What follows belongs to an exercise in optimizing a design on an open flow for small area, a short achievable clock period and few clock cycles per item; a production flow would make more cautious choices.
No run shown here included a check of the RTL's function; only the layout flow was run.
Power and IR drop assume default switching activity.

## flow/design.v (module list and top-level ports; edited modules follow where they fit)
// module mag_preamble: 1968 lines
module mag_preamble (
    input  wire        clk,
    input  wire        rst,           
    input  wire        in_valid,
    output wire        in_ready,
    input  wire [7:0]  in_i,
    input  wire [7:0]  in_q,
    output wire        out_valid,
    input  wire        out_ready,
    output wire [15:0] out_mag,
    output wire [3:0]  out_verdict
);
  // ...
==> flow/flow/run.sh <==
#!/bin/bash
bash standard.sh SETUP_SLACK_MARGIN=8.6 CTS_CLUSTER_SIZE=24 CTS_CLUSTER_DIAMETER=100 finish > standard.log 2>&1
==> flow/standard.sh <==
#!/bin/bash
# synth_recipe.tcl (not shown) runs the flow's synth.tcl, then flattens the netlist and writes it again
# the make line also repeats each setting of config.mk as NAME=value (left out here)
make -C /OpenROAD-flow-scripts/flow DESIGN_CONFIG=/design/flow/config.mk WORK_HOME=/design/flow/orfs CLKGATE_MAP_FILE= SYNTH_SCRIPT=/design/flow/synth_recipe.tcl "${@:-finish}"
==> flow/config.mk <==
export PLATFORM = sky130hd
export DESIGN_NAME = mag_preamble
export DESIGN_NICKNAME = mag_preamble
export VERILOG_FILES = /design/flow/design.v
export SDC_FILE = /design/flow/constraint.sdc
export NUM_CORES = 4
export LEC_CHECK = 0
export CAP_MARGIN = 20
export CORE_MARGIN = 2
export CORE_UTILIZATION = 40
export SLEW_MARGIN = 20
==> flow/constraint.sdc <==
create_clock -name core_clock -period 12.0 [get_ports {clk}]
set_input_delay 2.4000 -clock core_clock [delete_from_list [all_inputs] [get_ports {clk}]]
set_output_delay 2.4000 -clock core_clock [all_outputs]
set_load 0.01 [all_outputs]
==> flow_summary_export.csv, run 1 <==
group,metric,value,unit
floorplan,die_y,324,um
detailed_routing,firstDrtPassIters,7,
synth,ys_seq_area_share,50.8,%
sta,hold_slack,0.420,ns
hold_path,min_path_cells,0,
synth,synth_most_common_cell,"nand2_1",
global_route,grt_pass1_vias,24600,
synth,syn_nets,4209,
floorplan,nWellTaps,1368,
final_layout,largest_register,"c_x",
global_route,grt_overflow,0,
pwr,power_frac_seq,36.3,%
synth,ys_top_cells_by_area,"edfxtp_1 38%, ha_1 13%, dfxtp_1 13%, fa_1 7.1%, xnor2_1 5.1%",
final_layout,seq_share,45.8,%
placed_design,pre_cts_slack,7.68,ns
setup_path,arrival,4.34,ns
sta,drv_slew,0,
final_layout,fin_nets,4291,
final_layout,reg.largest.list,"c_x: 26 flops, s1_x: 22 flops",
run_status,status,"finished clean",
global_route,antenna_found_initial,1,
synth,synth_top_cell_by_area,"edfxtp_1",
setup_path,crit_path_cell_trace,"ha_4 > nand4_1 > nand2_1 > a21oi_2 > fa_2 > inv_4 > ha_4 > a211oi_4 > o21ai_2 > a311oi_4 > o21ai_2 > a31oi_4 > o21bai_4 > a21oi_2 > o21bai_1 > ha_2 > nand2_1 > a21oi_1",
setup_path,reg2reg_setup_slack,8.21,ns
setup_path,critPathRequiredTime,12.54,ns
floorplan,initial_core_util,40.4,%
synth,yosysWarnings,1,
detailed_routing,drtAntennaViolNets,0,
flow_run,cap_violations,0,
detailed_routing,met3_wirelength,2.95,mm
synth,avgSynthCellArea,11.3,um2
setup_path,path_buf_inv,1,
==> run 2: changes to the inputs <==
--- a/flow/design.v
+++ b/flow/design.v
@@ -1780,79 +1780,105 @@
     wire padd_G31 = padd_G23 | (padd_P23 & padd_G21);
     wire padd_G32 = padd_G24 | (padd_P24 & padd_G21);
     wire padd_G33 = padd_G25 | (padd_P25 & padd_G21);
     wire padd_G34 = padd_g[16] | (padd_p[16] & padd_G33);
     wire padd_G35 = padd_G9 | (padd_P9 & padd_G33);
     wire [17:0] padd_c = {padd_G34, padd_G33, padd_G32, padd_G31, padd_G30, padd_G29, padd_G28, padd_G27, padd_G26, padd_G21, padd_G20, padd_G19, padd_G18, padd_G11, padd_G10, padd_G1, padd_g0c, 1'b0};
     wire [17:0] padd_s = padd_p ^ padd_c;
     wire padd_co = padd_G35;
-    wire [17:0] nadd2_a = psum;
-    wire [17:0] nadd2_b = {2'b00, x};
-    wire [17:0] nadd2_p = nadd2_a ^ nadd2_b;
-    wire [17:0] nadd2_g = nadd2_a & nadd2_b;
-    wire nadd2_g0c = nadd2_g[0] | (nadd2_p[0] & 1'b0);
-    wire nadd2_G1 = nadd2_g[1] | (nadd2_p[1] & nadd2_g0c);
-    wire nadd2_G2 = nadd2_g[3] | (nadd2_p[3] & nadd2_g[2]);
-    wire nadd2_P2 = nadd2_p[3] & nadd2_p[2];
-    wire nadd2_G3 = nadd2_g[5] | (nadd2_p[5] & nadd2_g[4]);
-    wire nadd2_P3 = nadd2_p[5] & nadd2_p[4];
-    wire nadd2_G4 = nadd2_g[7] | (nadd2_p[7] & nadd2_g[6]);
-    wire nadd2_P4 = nadd2_p[7] & nadd2_p[6];
-    wire nadd2_G5 = nadd2_g[9] | (nadd2_p[9] & nadd2_g[8]);
-    wire nadd2_P5 = nadd2_p[9] & nadd2_p[8];
-    wire nadd2_G6 = nadd2_g[11] | (nadd2_p[11] & nadd2_g[10]);
-    wire nadd2_P6 = nadd2_p[11] & nadd2_p[10];
-    wire nadd2_G7 = nadd2_g[13] | (nadd2_p[13] & nadd2_g[12]);
-    wire nadd2_P7 = nadd2_p[13] & nadd2_p[12];
-    wire nadd2_G8 = nadd2_g[15] | (nadd2_p[15] & nadd2_g[14]);
-    wire nadd2_P8 = nadd2_p[15] & nadd2_p[14];
-    wire nadd2_G9 = nadd2_g[17] | (nadd2_p[17] & nadd2_g[16]);
-    wire nadd2_P9 = nadd2_p[17] & nadd2_p[16];
-    wire nadd2_G10 = nadd2_g[2] | (nadd2_p[2] & nadd2_G1);
-    wire nadd2_G11 = nadd2_G2 | (nadd2_P2 & nadd2_G1);
-    wire nadd2_G12 = nadd2_g[6] | (nadd2_p[6] & nadd2_G3);
-    wire nadd2_P12 = nadd2_p[6] & nadd2_P3;
-    wire nadd2_G13 = nadd2_G4 | (nadd2_P4 & nadd2_G3);
-    wire nadd2_P13 = nadd2_P4 & nadd2_P3;
-    wire nadd2_G14 = nadd2_g[10] | (nadd2_p[10] & nadd2_G5);
-    wire nadd2_P14 = nadd2_p[10] & nadd2_P5;
-    wire nadd2_G15 = nadd2_G6 | (nadd2_P6 & nadd2_G5);
-    wire nadd2_P15 = nadd2_P6 & nadd2_P5;
-    wire nadd2_G16 = nadd2_g[14] | (nadd2_p[14] & nadd2_G7);
-    wire nadd2_P16 = nadd2_p[14] & nadd2_P7;
-    wire nadd2_G17 = nadd2_G8 | (nadd2_P8 & nadd2_G7);
-    wire nadd2_P17 = nadd2_P8 & nadd2_P7;
-    wire nadd2_G18 = nadd2_g[4] | (nadd2_p[4] & nadd2_G11);
-    wire nadd2_G19 = nadd2_G3 | (nadd2_P3 & nadd2_G11);
-    wire nadd2_G20 = nadd2_G12 | (nadd2_P12 & nadd2_G11);
-    wire nadd2_G21 = nadd2_G13 | (nadd2_P13 & nadd2_G11);
-    wire nadd2_G22 = nadd2_g[12] | (nadd2_p[12] & nadd2_G15);
-    wire nadd2_P22 = nadd2_p[12] & nadd2_P15;
-    wire nadd2_G23 = nadd2_G7 | (nadd2_P7 & nadd2_G15);
-    wire nadd2_P23 = nadd2_P7 & nadd2_P15;
-    wire nadd2_G24 = nadd2_G16 | (nadd2_P16 & nadd2_G15);
-    wire nadd2_P24 = nadd2_P16 & nadd2_P15;
-    wire nadd2_G25 = nadd2_G17 | (nadd2_P17 & nadd2_G15);
-    wire nadd2_P25 = nadd2_P17 & nadd2_P15;
-    wire nadd2_G26 = nadd2_g[8] | (nadd2_p[8] & nadd2_G21);
-    wire nadd2_G27 = nadd2_G5 | (nadd2_P5 & nadd2_G21);
-    wire nadd2_G28 = nadd2_G14 | (nadd2_P14 & nadd2_G21);
-    wire nadd2_G29 = nadd2_G15 | (nadd2_P15 & nadd2_G21);
-    wire nadd2_G30 = nadd2_G22 | (nadd2_P22 & nadd2_G21);
-    wire nadd2_G31 = nadd2_G23 | (nadd2_P23 & nadd2_G21);
-    wire nadd2_G32 = nadd2_G24 | (nadd2_P24 & nadd2_G21);
-    wire nadd2_G33 = nadd2_G25 | (nadd2_P25 & nadd2_G21);
-    wire nadd2_G34 = nadd2_g[16] | (nadd2_p[16] & nadd2_G33);
-    wire nadd2_G35 = nadd2_G9 | (nadd2_P9 & nadd2_G33);
-    wire [17:0] nadd2_c = {nadd2_G34, nadd2_G33, nadd2_G32, nadd2_G31, nadd2_G30, nadd2_G29, nadd2_G28, nadd2_G27, nadd2_G26, nadd2_G21, nadd2_G20, nadd2_G19, nadd2_G18, nadd2_G11, nadd2_G10, nadd2_G1, nadd2_g0c, 1'b0};
-    wire [17:0] nadd2_s = nadd2_p ^ nadd2_c;
-    wire nadd2_co = nadd2_G35;
-    wire [17:0] m3add_a = {2'b00, nadd2_s[17:2]};
-    wire [17:0] m3add_b = {1'b0, nadd2_s[17:2], 1'b0};
+    wire c2 = (psum[1] & x[1]) | ((psum[1] ^ x[1]) & psum[0] & x[0]);
+    wire mq_h89_s = psum[2] ^ x[2];
+    wire mq_h89_c = psum[2] & x[2];
+    wire mq_h90_s = psum[3] ^ x[3];
+    wire mq_h90_c = psum[3] & x[3];
+    wire mq_h91_s = psum[4] ^ x[4];
+    wire mq_h91_c = psum[4] & x[4];
+    wire mq_h92_s = psum[5] ^ x[5];
+    wire mq_h92_c = psum[5] & x[5];
+    wire mq_h93_s = psum[6] ^ x[6];
+    wire mq_h93_c = psum[6] & x[6];
+    wire mq_h94_s = psum[7] ^ x[7];
+    wire mq_h94_c = psum[7] & x[7];
+    wire mq_h95_s = psum[8] ^ x[8];
+    wire mq_h95_c = psum[8] & x[8];
+    wire mq_h96_s = psum[9] ^ x[9];
+    wire mq_h96_c = psum[9] & x[9];
+    wire mq_h97_s = psum[10] ^ x[10];
+    wire mq_h97_c = psum[10] & x[10];
+    wire mq_h98_s = psum[11] ^ x[11];
+    wire mq_h98_c = psum[11] & x[11];
+    wire mq_h99_s = psum[12] ^ x[12];
+    wire mq_h99_c = psum[12] & x[12];
+    wire mq_h100_s = psum[13] ^ x[13];
+    wire mq_h100_c = psum[13] & x[13];
+    wire mq_h101_s = psum[14] ^ x[14];
+    wire mq_h101_c = psum[14] & x[14];
+    wire mq_h102_s = mq_h89_s ^ psum[3];
+    wire mq_h102_c = mq_h89_s & psum[3];
+    wire mq_f103_s = mq_h89_c ^ mq_h90_s ^ psum[4];
+    wire mq_f103_c = (mq_h89_c & mq_h90_s) | (mq_h89_c & psum[4]) | (mq_h90_s & psum[4]);
+    wire mq_f104_s = mq_h90_c ^ mq_h91_s ^ psum[5];
+    wire mq_f104_c = (mq_h90_c & mq_h91_s) | (mq_h90_c & psum[5]) | (mq_h91_s & psum[5]);
+    wire mq_f105_s = mq_h91_c ^ mq_h92_s ^ psum[6];
+    wire mq_f105_c = (mq_h91_c & mq_h92_s) | (mq_h91_c & psum[6]) | (mq_h92_s & psum[6]);
+    wire mq_f106_s = mq_h92_c ^ mq_h93_s ^ psum[7];
+    wire mq_f106_c = (mq_h92_c & mq_h93_s) | (mq_h92_c & psum[7]) | (mq_h93_s & psum[7]);
+    wire mq_f107_s = mq_h93_c ^ mq_h94_s ^ psum[8];
+    wire mq_f107_c = (mq_h93_c & mq_h94_s) | (mq_h93_c & psum[8]) | (mq_h94_s & psum[8]);
+    wire mq_f108_s = mq_h94_c ^ mq_h95_s ^ psum[9];
+    wire mq_f108_c = (mq_h94_c & mq_h95_s) | (mq_h94_c & psum[9]) | (mq_h95_s & psum[9]);
+    wire mq_f109_s = mq_h95_c ^ mq_h96_s ^ psum[10];
+    wire mq_f109_c = (mq_h95_c & mq_h96_s) | (mq_h95_c & psum[10]) | (mq_h96_s & psum[10]);
+    wire mq_f110_s = mq_h96_c ^ mq_h97_s ^ psum[11];
+    wire mq_f110_c = (mq_h96_c & mq_h97_s) | (mq_h96_c & psum[11]) | (mq_h97_s & psum[11]);
+    wire mq_f111_s = mq_h97_c ^ mq_h98_s ^ psum[12];
+    wire mq_f111_c = (mq_h97_c & mq_h98_s) | (mq_h97_c & psum[12]) | (mq_h98_s & psum[12]);
+    wire mq_f112_s = mq_h98_c ^ mq_h99_s ^ psum[13];
+    wire mq_f112_c = (mq_h98_c & mq_h99_s) | (mq_h98_c & psum[13]) | (mq_h99_s & psum[13]);
+    wire mq_f113_s = mq_h99_c ^ mq_h100_s ^ psum[14];
+    wire mq_f113_c = (mq_h99_c & mq_h100_s) | (mq_h99_c & psum[14]) | (mq_h100_s & psum[14]);
+    wire mq_f114_s = mq_h100_c ^ mq_h101_s ^ psum[15];
+    wire mq_f114_c = (mq_h100_c & mq_h101_s) | (mq_h100_c & psum[15]) | (mq_h101_s & psum[15]);
+    wire mq_f115_s = mq_h101_c ^ psum[15] ^ x[15];
+    wire mq_f115_c = (mq_h101_c & psum[15]) | (mq_h101_c & x[15]) | (psum[15] & x[15]);
+    wire mq_h116_s = psum[2] ^ x[2];
+    wire mq_h116_c = psum[2] & x[2];
+    wire mq_f117_s = mq_h102_s ^ x[3] ^ c2;
+    wire mq_f117_c = (mq_h102_s & x[3]) | (mq_h102_s & c2) | (x[3] & c2);
+    wire mq_f118_s = mq_h102_c ^ mq_f103_s ^ x[4];
+    wire mq_f118_c = (mq_h102_c & mq_f103_s) | (mq_h102_c & x[4]) | (mq_f103_s & x[4]);
+    wire mq_f119_s = mq_f103_c ^ mq_f104_s ^ x[5];
+    wire mq_f119_c = (mq_f103_c & mq_f104_s) | (mq_f103_c & x[5]) | (mq_f104_s & x[5]);
+    wire mq_f120_s = mq_f104_c ^ mq_f105_s ^ x[6];
+    wire mq_f120_c = (mq_f104_c & mq_f105_s) | (mq_f104_c & x[6]) | (mq_f105_s & x[6]);
+    wire mq_f121_s = mq_f105_c ^ mq_f106_s ^ x[7];
+    wire mq_f121_c = (mq_f105_c & mq_f106_s) | (mq_f105_c & x[7]) | (mq_f106_s & x[7]);
+    wire mq_f122_s = mq_f106_c ^ mq_f107_s ^ x[8];
+    wire mq_f122_c = (mq_f106_c & mq_f107_s) | (mq_f106_c & x[8]) | (mq_f107_s & x[8]);
+    wire mq_f123_s = mq_f107_c ^ mq_f108_s ^ x[9];
+    wire mq_f123_c = (mq_f107_c & mq_f108_s) | (mq_f107_c & x[9]) | (mq_f108_s & x[9]);
+    wire mq_f124_s = mq_f108_c ^ mq_f109_s ^ x[10];
+    wire mq_f124_c = (mq_f108_c & mq_f109_s) | (mq_f108_c & x[10]) | (mq_f109_s & x[10]);
+    wire mq_f125_s = mq_f109_c ^ mq_f110_s ^ x[11];
+    wire mq_f125_c = (mq_f109_c & mq_f110_s) | (mq_f109_c & x[11]) | (mq_f110_s & x[11]);
+    wire mq_f126_s = mq_f110_c ^ mq_f111_s ^ x[12];
+    wire mq_f126_c = (mq_f110_c & mq_f111_s) | (mq_f110_c & x[12]) | (mq_f111_s & x[12]);
+    wire mq_f127_s = mq_f111_c ^ mq_f112_s ^ x[13];
+    wire mq_f127_c = (mq_f111_c & mq_f112_s) | (mq_f111_c & x[13]) | (mq_f112_s & x[13]);
+    wire mq_f128_s = mq_f112_c ^ mq_f113_s ^ x[14];
+    wire mq_f128_c = (mq_f112_c & mq_f113_s) | (mq_f112_c & x[14]) | (mq_f113_s & x[14]);
+    wire mq_f129_s = mq_f113_c ^ mq_f114_s ^ x[15];
+    wire mq_f129_c = (mq_f113_c & mq_f114_s) | (mq_f113_c & x[15]) | (mq_f114_s & x[15]);
+    wire mq_f130_s = mq_f114_c ^ mq_f115_s ^ psum[16];
+    wire mq_f130_c = (mq_f114_c & mq_f115_s) | (mq_f114_c & psum[16]) | (mq_f115_s & psum[16]);
+    wire mq_f131_s = mq_f115_c ^ psum[16] ^ psum[17];
+    wire mq_f131_c = (mq_f115_c & psum[16]) | (mq_f115_c & psum[17]) | (psum[16] & psum[17]);
+    wire [17:0] m3add_a = {1'b0, mq_f131_c, mq_f130_c, mq_f129_c, mq_f128_c, mq_f127_c, mq_f126_c, mq_f125_c, mq_f124_c, mq_f123_c, mq_f122_c, mq_f121_c, mq_f120_c, mq_f119_c, mq_f118_c, mq_f117_c, mq_h116_c, mq_h116_s};
+    wire [17:0] m3add_b = {1'b0, psum[17], mq_f131_s, mq_f130_s, mq_f129_s, mq_f128_s, mq_f127_s, mq_f126_s, mq_f125_s, mq_f124_s, mq_f123_s, mq_f122_s, mq_f121_s, mq_f120_s, mq_f119_s, mq_f118_s, mq_f117_s, c2};
     wire [17:0] m3add_p = m3add_a ^ m3add_b;
     wire [17:0] m3add_g = m3add_a & m3add_b;
     wire m3add_g0c = m3add_g[0] | (m3add_p[0] & 1'b0);
     wire m3add_G1 = m3add_g[1] | (m3add_p[1] & m3add_g0c);
     wire m3add_G2 = m3add_g[3] | (m3add_p[3] & m3add_g[2]);
     wire m3add_P2 = m3add_p[3] & m3add_p[2];
     wire m3add_G3 = m3add_g[5] | (m3add_p[5] & m3add_g[4]);
     wire m3add_P3 = m3add_p[5] & m3add_p[4];
==> run 2 against run 1 <==
Net effect:
- area after synthesis increased by 0.85%
- flip-flop and latch count unchanged
- combinational power decreased by 4.0%
- cell area increased by 0.58%
- sequential share of layout area decreased by 0.28 points
- power decreased by 1.7%
- critical path depth decreased by 1
- first-iteration DRC count decreased by 16%
- synthesized cell count increased by 0.22%
- die area increased by 0.84%
==> flow_summary_export.csv, run 2 <==
group,metric,value,unit
run_status,status,"finished clean",
detailed_routing,drc_errors,0,
synth,yosysWarnings,1,
synth,ys_top_cells_by_area,"edfxtp_1 38%, dfxtp_1 13%, ha_1 13%, fa_1 8.4%, xnor2_1 4.7%",
sta,drv_slew,0,
synth,synthCells,3630,
detailed_routing,firstDrtPassIters,5,
final_layout,layout_common_cells,"520 x edfxtp_1, 502 x nand2_1, 418 x inv_1",
sta,tns,0,ns
setup_path,cp-start-kind,"register",
clock_tree,clk_latency,0.63,ns
sta,hold_slack,0.416,ns
clock_tree,cts_buffers,41,
flow_run,cap_violations,0,
clock_tree,cts_sinks,782,
synth,ys_async_sr_fraction,0,%
setup_path,critPathRequiredTime,12.56,ns
floorplan,die_y,326,um
setup_path,crit_type,"reg -> reg",
clock_tree,clkTransAtPathRegs,0.10,ns
floorplan,rows,118,
sta,max_clock_freq,239,MHz
floorplan,dieWidth,326,um
final_layout,fill_cells,9656,
synth,synth_seq_cells,782,
hold_path,hold_class,"reg -> reg",
detailed_routing,vias_per_cell,4.89,
synth,avgSynthCellArea,11.4,um2
global_route,grt_max_degree,181,
global_route,grt_pass1_vias,24500,
synth,ys_seq_area_share,50.4,%
synth,synth_most_common_cell,"edfxtp_1",
synth,synth_cell_types,67,
sta,max-slew-margin-rel,33.0,%
synth,syn_nets,4242,
clock_tree,clockBufferDepth,3,
setup_path,cp-end-kind,"register",
global_route,grt_pass1_wl,126,mm
placed_design,hpwl,53.4,mm
floorplan,design.core.area,103000,um2
final_layout,final_layout_size_suffix_gt1_share,8.18,%
pwr,vdd_ir_drop_max,0.281,mV
sta,finalSetupViolations,0,
detailed_routing,drtAntennaViolNets,0,
synth,ys_top_cells_by_count,"520 x edfxtp_1, 505 x nand2_1, 420 x inv_1",
clock_tree,hold_buffers,0,
sta,skew,0.0190,ns
detailed_routing,vias,25000,
final_layout,fin_nets,4322,
floorplan,ioPinCount,42,
synth,syn-cell-area,41400,um2
global_route,grtUsageTotal,14.5,%
sta,period_share,34.9,%
clock_tree,cts_tree,"done",
global_route,antenna_found_initial,0,
final_layout,multi_input_area,19200,um2
final_layout,reg.largest.list,"c_x: 26 flops, s1_x: 22 flops",
final_layout,layout_commonest_cell,"edfxtp_1",
placed_design,portBuffers,41,
sta,period_minus_slack,4.19,ns
detailed_routing,drtIter0Drc,1461,
final_layout,largest_register,"c_x",
floorplan,die_area,106000,um2
synth,synth_top_cell_by_area,"edfxtp_1",
synth,synthFlopType,"edfxtp_1",
sta,rsz0062_at_grt,"yes",
final_layout,syn2layout_area_growth,10.7,%
placed_design,gp_congestion,0.803,
final_layout,largest_reg_flops,26,
synth,synth-edff-count,520,
synth,netlist.area_leader.share,37.7,%
setup_path,crit_path_max_fanout,2,
clock_tree,htree_num_levels,2,
final_layout,diodes,0,
pwr,p_per_area,296,nW/um2
sta,worst_pin_slew,0.996,ns
final_layout,regArea,20900,um2
pwr,cellLeakagePower,19.0,nW
global_route,grt_overflow,0,
detailed_routing,wire_per_inst,15.0,um
sta,hold_viol,0,
clock_tree,cts_root_buf,"clkbuf_16",
detailed_routing,drt_wl_total,76.7,mm
setup_path,arrival,4.75,ns
floorplan,initial_core_util,40.2,%
-- run 2: path summary, 6_finish.rpt --
check           start  endpoint  slack, ns  cells after the start
max reg2reg  m_mag[3]    m3[16]       7.81                     17
min reg2reg   s2_x[6]   s3_x[6]       0.42                      0
max          m_mag[3]    m3[16]       7.81                     17
min           s2_x[6]   s3_x[6]       0.42                      0
-- run 2: cell families (layout without fill, tap and decap cells) --
logic type / after synthesis / in the layout / share of synthesized area, %
AOI/OAI and AO/OA: 591 / 591 / 8.64
xor gates and xnor gates: 261 / 261 / 5.52
adders and majority gates: 592 / 592 / 21.0
buffers and inverters: 530 / 630 / 4.81
DFF: 782 / 782 / 50.4
muxes: 22 / 22 / 0.538
and+or+nand+nor: 852 / 852 / 9.11
-- run 2: stage by stage --
step	setup slack, ns	power [mW]	area (um2)	cells	util [%]
after floorplan	3.65	9.94	41500	3630	-
after global placement	7.21	11.2	43300	4956	42.0
after detailed placement	7.13	11.5	43300	4956	42.0
after CTS	7.70	13.3	45100	5061	43.7
after global routing	7.63	14.9	45800	5110	44.5
final	7.81	13.5	45800	5110	44.5
-- run 2: final cells by class --
cell class              count  share of cell area, %
flip-flops and latches    782                   45.6
multi-input cells        2318                   41.9
well taps                1380                   3.77
inverters                 420                   3.45
repair buffers            147                   2.60
clock buffers              50                   2.36
clock inverters            13                  0.399
-- run 2: worst max-delay path, cell delays in order (launching register included) --
cell	delay, ns
edfxtp_1	0.41
ha_1	0.29
inv_1	0.04
fa_1	0.46
fa_1	0.56
inv_2	0.06
ha_4	0.20
nor2b_4	0.12
o31a_1	0.27
o211a_4	0.26
o31ai_4	0.24
a211oi_2	0.13
o21ai_2	0.15
nand2b_1	0.07
a21o_1	0.18
fa_1	0.47
nand2_1	0.05
a21oi_1	0.14
-- run 2: metal layers --
layer	track usage, %	part of all wire, %	up-vias
li1	-	-	12500
met1	19.9	47	12100
met2	24.7	48	286
met3	1.89	3.5	74
met4	3.01	1.7	0
met5	0	0	-
-- run 2: power by group --
group / leakage [nW] / internal (mW) / switching, mW
logic: 10.7 / 3.42 / 3.54
clock network: 0.617 / 0.689 / 0.903
registers: 7.67 / 4.45 / 0.551
-- run 2: repair_timing --
| action | CTS | global route |
|---|---|---|
| buffers inserted | 42 | 48 |
| resized for setup | 150 | 77 |
| pin swaps | 35 | 50 |
| setup endpoints to repair | 196 | 99 |

[static timing again, ports no longer ideal]
The flow's constraints put no driver on any port. The routed layouts listed below were extracted and timed again, unchanged, in two steps.
Step 1 assumes that a clkbuf_16 drives the clock port and a buf_2 every other input.
Step 2 also shifts input and output timing later by t, the mid clock arrival at the registers, as if the neighbouring blocks saw the same clock.
Three values: ideal ports, drivers, drivers and shift; two values: the first two.
run	shift t [ns]	setup slack, ns	slew at the worst register clock pin (ns)	cell pins on the clock port's net
run 1	0.675	8.207 / 8.207 / 8.207	0.10 / 0.10	1
run 2	0.679	7.811 / 7.811 / 7.811	0.10 / 0.10	1
After both steps every run listed still meets setup and hold.
